What follows belongs to an exercise in optimizing a design on an open flow for small area, a short achievable clock period and few clock cycles; a production flow would make more cautious choices. At most, simulation tests tie the RTL to the original design; equivalence was not proved. Power and IR drop assume default switching activity.

==> inputs of build 90 <==
// rlec
module rlec (
    input  wire        clk,
    input  wire        rst_n,
    input  wire [3:0]  reg_addr,
    input  wire        reg_we,
    input  wire [31:0] reg_wdata,
    output reg  [31:0] reg_rdata,
    output wire        busy,
    output wire        ibuf_req,
    output wire [15:0] ibuf_addr,
    input  wire        ibuf_gnt,
    input  wire [7:0]  ibuf_rdata,
    output wire        obuf_req,
    output wire [15:0] obuf_addr,
    output wire [7:0]  obuf_wdata,
    input  wire        obuf_gnt
);
    localparam [31:0] ID_VALUE  = 32'h524C_4543;
    localparam [3:0] R_CMD = 4'd0, R_STATUS = 4'd1, R_WIDTH = 4'd2, R_HEIGHT = 4'd3,
                     R_ATHR = 4'd4, R_MODE = 4'd5, R_INLEN = 4'd6, R_OUTCAP = 4'd7,
                     R_OUTLEN = 4'd8, R_INPOS = 4'd9, R_ID = 4'd10;
    localparam [2:0] E_NONE = 3'd0, E_PARAM = 3'd1, E_TRUNC = 3'd2, E_OVERRUN = 3'd3,
                     E_MALFORMED = 3'd5, E_OVERFLOW = 3'd6, E_ILLEGAL = 3'd7;
    localparam [1:0] F_A = 2'd1, F_B = 2'd2, F_C = 2'd3;
    localparam [1:0] S_IDLE = 2'd0, S_START = 2'd1, S_RUN = 2'd2;
    reg [15:0] width, height;
    reg [8:0]  a_thresh;
    reg [1:0]  mode;             
    reg [31:0] in_len, out_cap;
    reg [16:0] out_len, in_pos;  
    reg        st_busy, st_done;
    reg [2:0]  st_err;
    reg [1:0]  state;
    reg [1:0]  fmt;              
  ...
==> flow/config.mk <==
export PLATFORM = sky130hd
export DESIGN_NAME = rlec
export DESIGN_NICKNAME = rlec
export VERILOG_FILES = /design/flow/design.v
export SDC_FILE = /design/flow/constraint.sdc
export NUM_CORES = 4
export LEC_CHECK = 0
export ABC_CLOCK_PERIOD_IN_PS = 5000
export CAP_MARGIN = 20
export CORE_MARGIN = 2
export CORE_UTILIZATION = 65
export PLACE_DENSITY = 0.75
export SETUP_SLACK_MARGIN = 4.7
export SLEW_MARGIN = 20
==> flow/constraint.sdc <==
create_clock -name core_clock -period 10.0 [get_ports {clk}]
set_input_delay 2.0000 -clock core_clock [delete_from_list [all_inputs] [get_ports {clk}]]
set_output_delay 2.0000 -clock core_clock [all_outputs]
set_load 0.01 [all_outputs]
run.sh (not shown) runs the stock make flow with config.mk's settings and CLKGATE_MAP_FILE= SYNTH_SCRIPT=/design/flow/synth_recipe.tcl, a recipe that flattens the netlist after the stock synthesis.
==> build 11: changes against build 90 <==
--- a/flow/design.v
+++ b/flow/design.v
@@ -66,13 +66,12 @@
     wire [17:0] m_sum = {npix, 1'b0} + {2'd0, m_bit ? width : 16'd0};
     wire        m_big = m_sum[17] || (m_sum[16] && (m_sum[15:0] != 16'd0));
     wire        o_wr     = oreq && obuf_gnt;
     wire        out_free = !oreq || obuf_gnt;
     wire [16:0] out_len1 = out_len + 17'd1;
-    wire        cap_eq0  = (out_len  == out_cap[16:0]);
-    wire        cap_eq1  = (out_len1 == out_cap[16:0]);
-    wire        e_ovf    = !dec && (o_wr ? cap_eq1 : cap_eq0);
+    wire [16:0] out_nxt  = oreq ? out_len1 : out_len;
+    wire        e_ovf    = !dec && (out_nxt == out_cap[16:0]);
     reg  [7:0]  e_byte;
     reg         e_rlast;         
     reg         e_last;          
     reg  [11:0] e_dec;           
     reg  [1:0]  b_k;
@@ -249,24 +248,22 @@
     assign busy       = st_busy;
     assign ibuf_req   = st_busy;
     assign obuf_req   = oreq;
     assign obuf_addr  = out_len[15:0];
     assign obuf_wdata = owd;
+    wire [15:0] rsel = 16'd1 << reg_addr;
     always @(*) begin
-        case (reg_addr)
-            R_STATUS: reg_rdata = {25'd0, st_err, 2'b00, st_done, st_busy};
-            R_WIDTH:  reg_rdata = {16'd0, width};
-            R_HEIGHT: reg_rdata = {16'd0, height};
-            R_ATHR:   reg_rdata = {23'd0, a_thresh};
-            R_MODE:   reg_rdata = {30'd0, mode};
-            R_INLEN:  reg_rdata = in_len;
-            R_OUTCAP: reg_rdata = out_cap;
-            R_OUTLEN: reg_rdata = {15'd0, out_len};
-            R_INPOS:  reg_rdata = {15'd0, in_pos};
-            R_ID:     reg_rdata = ID_VALUE;
-            default:  reg_rdata = 32'd0;
-        endcase
+        reg_rdata = ({32{rsel[R_STATUS]}} & {25'd0, st_err, 2'b00, st_done, st_busy})
+                  | ({32{rsel[R_WIDTH]}}  & {16'd0, width})
+                  | ({32{rsel[R_HEIGHT]}} & {16'd0, height})
+                  | ({32{rsel[R_ATHR]}}   & {23'd0, a_thresh})
+                  | ({32{rsel[R_MODE]}}   & {30'd0, mode})
+                  | ({32{rsel[R_INLEN]}}  & in_len)
+                  | ({32{rsel[R_OUTCAP]}} & out_cap)
+                  | ({32{rsel[R_OUTLEN]}} & {15'd0, out_len})
+                  | ({32{rsel[R_INPOS]}}  & {15'd0, in_pos})
+                  | ({32{rsel[R_ID]}}     & ID_VALUE);
     end
     wire bad_cap  = (out_cap[31:17] != 15'd0) || (out_cap[16] && out_cap[15:0] != 16'd0);
     wire bad_len  = (in_len[31:17] != 15'd0) || (in_len[16] && in_len[15:0] != 16'd0);
     wire zero_dim = (width == 16'd0) || (height == 16'd0);
     wire s_ok     = start && !mcnt[4] && (fmt != 2'd0) && !bad_cap && !zero_dim && !big &&
- CORE_UTILIZATION: 65 -> 75
- PLACE_DENSITY: 0.75 -> 0.8
==> build 66: changes against build 90 <==
--- a/flow/design.v
+++ b/flow/design.v
@@ -52,40 +52,35 @@
     reg [2:0]  perr;             
     reg        e_act;
     reg [6:0]  ev;
     reg [16:0] el;
     reg [1:0]  ei;               
-    reg        oreq;
-    reg [7:0]  owd;
     wire run   = (state == S_RUN);
     wire start = (state == S_START);
     wire cfg_we    = reg_we && !st_busy;
     wire cmd_wr    = cfg_we && (reg_addr == R_CMD) && (reg_wdata != 32'd0);
     wire cmd_legal = (reg_wdata[31:5] == 27'd0) && (reg_wdata[3:2] == 2'd0) && (reg_wdata[1:0] != 2'd0);
     wire dim_we    = cfg_we && ((reg_addr == R_WIDTH) || (reg_addr == R_HEIGHT));
     wire        m_bit = height[mcnt[3:0]];
     wire [17:0] m_sum = {npix, 1'b0} + {2'd0, m_bit ? width : 16'd0};
     wire        m_big = m_sum[17] || (m_sum[16] && (m_sum[15:0] != 16'd0));
-    wire        o_wr     = oreq && obuf_gnt;
-    wire        out_free = !oreq || obuf_gnt;
     wire [16:0] out_len1 = out_len + 17'd1;
-    wire        cap_eq0  = (out_len  == out_cap[16:0]);
-    wire        cap_eq1  = (out_len1 == out_cap[16:0]);
-    wire        e_ovf    = !dec && (o_wr ? cap_eq1 : cap_eq0);
+    reg         cap_full;        
+    wire        e_ovf    = !dec && cap_full;
     reg  [7:0]  e_byte;
     reg         e_rlast;         
     reg         e_last;          
     reg  [11:0] e_dec;           
     reg  [1:0]  b_k;
     wire        c_ext = (ev[3:0] == 4'd0) || (ev[3:0] == 4'd15);
-    wire        c_gt  = c_ext ? (el[16:12] != 5'd0) : (el[16:4] != 13'd0);
+    reg         el_one, el_lt128, el_lt16k, el_lt4k, el_lt16;
+    wire        c_gt  = c_ext ? !el_lt4k : !el_lt16;
     wire [11:0] c_n   = c_gt ? (c_ext ? 12'd4095 : 12'd15) : el[11:0];
-    wire        el_one = (el == 17'd1);
     always @(*) begin
         if (el_one)                    b_k = 2'd0;
-        else if (el[16:7] == 10'd0)    b_k = 2'd1;
-        else if (el[16:14] == 3'd0)    b_k = 2'd2;
+        else if (el_lt128)             b_k = 2'd1;
+        else if (el_lt16k)             b_k = 2'd2;
         else                           b_k = 2'd3;
         e_byte  = 8'd0;
         e_rlast = 1'b1;
         e_last  = 1'b1;
         e_dec   = 12'd1;
@@ -128,32 +123,32 @@
                     e_last = e_rlast && !c_gt;
                 end
             endcase
         end
     end
-    wire e_go    = run && e_act && out_free;              
-    wire e_step  = e_go && !e_ovf;                        
-    wire em_free = !e_act || (out_free && e_last && !e_ovf);
+    wire e_req   = run && e_act && !e_ovf;                
+    wire e_step  = e_req && obuf_gnt;                     
+    wire em_free = !e_act || (obuf_gnt && e_last && !e_ovf);
     wire [16:0] pidx1    = pidx + 17'd1;
     wire [16:0] acc_inc  = acc_len + 17'd1;
     wire        acc_nz   = (acc_len != 17'd0);
     wire        e_mism   = acc_nz && (qd[6:0] != acc_val);
     wire        e_cap    = (fmt == F_A) && (acc_len == 17'd124) && !e_mism;
     wire        e_need   = e_mism || e_cap;
     wire        enc_take = run && !dec && !p_done && qv && (!e_need || em_free);
     wire        enc_fin  = run && !dec && p_done && acc_nz && em_free;
-    wire        enc_ovf  = run && !dec && e_go && e_ovf;
-    wire        enc_end  = run && !dec && p_done && !acc_nz && !e_act && out_free;
+    wire        enc_ovf  = run && !dec && e_act && e_ovf;
+    wire        enc_end  = run && !dec && p_done && !acc_nz && !e_act;
     wire [17:0] r_diff  = {1'b0, npix} - {1'b0, acc_len};
     wire        d_over  = ov || r_diff[17];
     wire        d_bad   = (aerr != E_NONE) || (mode[0] && sml) || d_over;
     wire        d_chk   = run && dec && rdy && !p_done;
     wire        d_hand  = d_chk && !d_bad && (!acc_nz || em_free);
     wire        d_go    = run && dec && !p_done && (!rdy || d_hand);
     wire        d_trunc = (pidx == in_len[16:0]);    
     wire        dec_take = d_go && !d_trunc && qv;
-    wire        dec_end = run && dec && p_done && !e_act && out_free;
+    wire        dec_end = run && dec && p_done && !e_act;
     reg  [6:0]  a_val;
     reg  [16:0] a_len;
     reg  [1:0]  a_bi, a_brem;
     reg         a_sml, a_ov, a_done;
     reg  [2:0]  a_err;
@@ -246,27 +241,25 @@
     end
     wire [15:0] pidx2 = {pidx[15:1] + 15'd1, pidx[0]};
     assign ibuf_addr  = (qv && dv) ? pidx2 : ((qv || dv) ? pidx1[15:0] : pidx[15:0]);
     assign busy       = st_busy;
     assign ibuf_req   = st_busy;
-    assign obuf_req   = oreq;
+    assign obuf_req   = e_req;
     assign obuf_addr  = out_len[15:0];
-    assign obuf_wdata = owd;
+    assign obuf_wdata = e_byte;
+    wire [15:0] rsel = 16'd1 << reg_addr;
     always @(*) begin
-        case (reg_addr)
-            R_STATUS: reg_rdata = {25'd0, st_err, 2'b00, st_done, st_busy};
-            R_WIDTH:  reg_rdata = {16'd0, width};
-            R_HEIGHT: reg_rdata = {16'd0, height};
-            R_ATHR:   reg_rdata = {23'd0, a_thresh};
-            R_MODE:   reg_rdata = {30'd0, mode};
-            R_INLEN:  reg_rdata = in_len;
-            R_OUTCAP: reg_rdata = out_cap;
-            R_OUTLEN: reg_rdata = {15'd0, out_len};
-            R_INPOS:  reg_rdata = {15'd0, in_pos};
-            R_ID:     reg_rdata = ID_VALUE;
-            default:  reg_rdata = 32'd0;
-        endcase
+        reg_rdata = ({32{rsel[R_STATUS]}} & {25'd0, st_err, 2'b00, st_done, st_busy})
+                  | ({32{rsel[R_WIDTH]}}  & {16'd0, width})
+                  | ({32{rsel[R_HEIGHT]}} & {16'd0, height})
+                  | ({32{rsel[R_ATHR]}}   & {23'd0, a_thresh})
+                  | ({32{rsel[R_MODE]}}   & {30'd0, mode})
+                  | ({32{rsel[R_INLEN]}}  & in_len)
+                  | ({32{rsel[R_OUTCAP]}} & out_cap)
+                  | ({32{rsel[R_OUTLEN]}} & {15'd0, out_len})
+                  | ({32{rsel[R_INPOS]}}  & {15'd0, in_pos})
+                  | ({32{rsel[R_ID]}}     & ID_VALUE);
     end
     wire bad_cap  = (out_cap[31:17] != 15'd0) || (out_cap[16] && out_cap[15:0] != 16'd0);
     wire bad_len  = (in_len[31:17] != 15'd0) || (in_len[16] && in_len[15:0] != 16'd0);
     wire zero_dim = (width == 16'd0) || (height == 16'd0);
     wire s_ok     = start && !mcnt[4] && (fmt != 2'd0) && !bad_cap && !zero_dim && !big &&
@@ -280,10 +273,11 @@
         else               s_err = E_PARAM;
     end
     wire       fin     = s_end || enc_ovf || enc_end || dec_end;
     wire [2:0] fin_err = s_end ? s_err : (enc_ovf ? E_OVERFLOW : (dec ? perr : E_NONE));
     wire e_load  = (enc_take && e_need) || enc_fin || (d_hand && acc_nz);
+    wire [16:0] el_nx = e_load ? ((enc_take && e_cap) ? 17'd125 : acc_len) : (el - {5'd0, e_dec});
     wire ip_load = (enc_take && e_need) || enc_fin || enc_end || d_hand;
     always @(posedge clk) begin
         if (!rst_n) begin
             width    <= 16'd0;
             height   <= 16'd0;
@@ -295,11 +289,11 @@
             in_pos   <= 17'd0;
             st_busy  <= 1'b0;
             st_done  <= 1'b0;
             st_err   <= E_NONE;
             state    <= S_IDLE;
-            oreq     <= 1'b0;
+            cap_full <= 1'b0;
         end else begin
             if (cfg_we) begin
                 case (reg_addr)
                     R_WIDTH:  width    <= reg_wdata[15:0];
                     R_HEIGHT: height   <= reg_wdata[15:0];
@@ -309,11 +303,13 @@
                     R_OUTCAP: out_cap  <= reg_wdata;
                     default: ;
                 endcase
             end
             if (cmd_wr)    out_len <= 17'd0;
-            else if (o_wr) out_len <= out_len1;
+            else if (e_step) out_len <= out_len1;
+            if (cmd_wr)      cap_full <= (out_cap[16:0] == 17'd0);
+            else if (e_step) cap_full <= (out_len1 == out_cap[16:0]);
             if (cmd_wr)       in_pos <= 17'd0;
             else if (ip_load) in_pos <= pidx;
             if (cmd_wr) begin
                 st_busy <= 1'b1;
                 st_done <= 1'b0;
@@ -325,30 +321,32 @@
                 st_err  <= fin_err;
                 state   <= S_IDLE;
             end else if (s_ok) begin
                 state   <= S_RUN;
             end
-            if (e_step)                     oreq <= 1'b1;
-            else if (out_free)              oreq <= 1'b0;
         end
     end
     always @(posedge clk) begin
         if (cmd_wr) begin
             fmt <= cmd_legal ? reg_wdata[1:0] : 2'd0;
             dec <= reg_wdata[4];
         end
         if (dim_we || dec_end) begin
             npix <= 17'd0;
             big  <= 1'b0;
-            mcnt <= 5'h1F;
         end else if (mcnt[4]) begin
             npix <= m_sum[16:0];
             big  <= big || m_big;
-            mcnt <= mcnt - 5'd1;
         end else if (d_hand && acc_nz) begin
             npix <= r_diff[16:0];
         end
+        if (!rst_n)
+            mcnt <= 5'd0;
+        else if (dim_we || dec_end)
+            mcnt <= 5'h1F;
+        else if (mcnt[4])
+            mcnt <= mcnt - 5'd1;
         if (start) begin
             dv   <= 1'b0;
             qv   <= 1'b0;
             pidx <= 17'd0;
         end else begin
@@ -394,17 +392,20 @@
             e_act <= 1'b1;
         else if (e_step && e_last)
             e_act <= 1'b0;
         if (e_load) begin
             ev <= acc_val;
-            el <= (enc_take && e_cap) ? 17'd125 : acc_len;
             ei <= 2'd0;
         end else if (e_step) begin
-            if (e_rlast) begin
-                ei <= 2'd0;
-                el <= el - {5'd0, e_dec};
-            end else
-                ei <= ei + 2'd1;
+            if (e_rlast) ei <= 2'd0;
+            else         ei <= ei + 2'd1;
+        end
+        if (e_load || (e_step && e_rlast)) begin
+            el       <= el_nx;
+            el_one   <= (el_nx == 17'd1);
+            el_lt128 <= (el_nx[16:7] == 10'd0);
+            el_lt16k <= (el_nx[16:14] == 3'd0);
+            el_lt4k  <= (el_nx[16:12] == 5'd0);
+            el_lt16  <= (el_nx[16:4] == 13'd0);
         end
-        if (e_step) owd <= e_byte;
     end
 endmodule
- CTS_BUF_LIST: not set -> sky130_fd_sc_hd__clkbuf_8
- CTS_CLUSTER_DIAMETER: not set -> 60
- CTS_CLUSTER_SIZE: not set -> 14
==> comparison <==
- Total power: build 90 > build 11 > build 66.
- Sequential power, lowest first: build 66, build 11, build 90.
- Via count: build 90 < build 66 < build 11.
- First-iteration DRC count: build 11 is larger than build 90 (41%).
- Register-to-register slack, lowest first: build 11, build 90, build 66.
- Between build 11 and build 66, the lower worst setup slack is in build 11 (gap 0.054 ns).
- Clock skew, highest first: build 66, build 11, build 90.
- Synthesized cell count, lowest first: build 90, build 66, build 11.
==> figures <==
| item | build 11 | build 66 | build 90 |
|---|---|---|---|
| Number of enable flip-flop cells after synthesis | 59 | 56 | 59 |
| Initial DRC Count | 3885 | 2420 | 2748 |
| Hold endpoint | ev[4]$_DFFE_PN_ | ev[2]$_DFFE_PN_ | ev[2]$_DFFE_PN_ |
| Count of sequential standard cells | 274 | 271 | 274 |
| Outcome | no timing/DRC/antenna violations | no timing/DRC/antenna violations | no timing/DRC/antenna violations |
| Compound-gate portion of the synthesized area | 0.224 | 0.239 | 0.223 |
| Well-Tap Cells | 330 | 384 | 378 |
| WL met2 | 30000 um | 30000 um | 28300 um |
| Global Route met2 Usage | 0.769 | 0.697 | 0.643 |
| Non-filler cells in the finished layout | 2780 | 2818 | 2760 |
| Beginning of the worst hold path | acc_val[4]$_DFFE_PP_ | acc_val[2]$_DFFE_PP_ | acc_val[2]$_DFFE_PP_ |
| Net total in the final layout | 2564 | 2555 | 2496 |
| Non-clock buffer count | 187 | 196 | 193 |
| Slew HR | 0.212 | 0.319 | 0.266 |
| Max frequency | 0.184 GHz | 0.186 GHz | 0.185 GHz |
| Area post-placement | 20000 um2 | 19900 um2 | 19800 um2 |
| End of the critical path | reg_rdata[17] | reg_rdata[1] | reg_rdata[7] |
| Filler cell count in the final layout | 1336 | 2186 | 2043 |
Testbench counts of build 90, summed over its fixed seeds: cycles 399,155.
Testbench counts of build 66, summed over its fixed seeds: cycles 399,155.
For build 11, only the layout was checked, not whether the RTL still works.

afterwards: timing with drivers on the ports:
In the flow no input, the clock included, has a driving cell. The finished layouts below were timed again as built, in two steps. Step 1 (the two cells are an assumption about what drives the block):
set clk [get_ports {clk}]
set_driving_cell -lib_cell sky130_fd_sc_hd__clkbuf_16 $clk
set_driving_cell -lib_cell sky130_fd_sc_hd__buf_2 [delete_from_list [all_inputs] $clk]
Step 2 times the ports against the registers' clock, not the clock port: input delays grow and output delays shrink by t, the midpoint of the rising clock arrivals with the driver on. Three values: ideal ports, drivers, drivers and shift; two values: the first two.
run | t (ns) | setup WS [ns] | hold WS [ns] | worst setup path after step 2 | slew at the worst register clock pin (ns)
build 90 | 0.573 | 4.594 / 4.508 / 4.272 | 0.469 / 0.469 / 0.469 | input to register | 0.06 / 0.06
build 11 | 0.635 | 4.577 / 4.477 / 4.451 | 0.484 / 0.484 / 0.484 | input to register | 0.07 / 0.07
build 66 | 0.671 | 4.630 / 4.582 / 4.458 | 0.478 / 0.478 / 0.478 | input to register | 0.10 / 0.10
After both steps setup and hold are still met in every run listed. The setup slack of build 90, which loses most, moves by -0.086 ns with the drivers and by -0.322 ns with both steps.
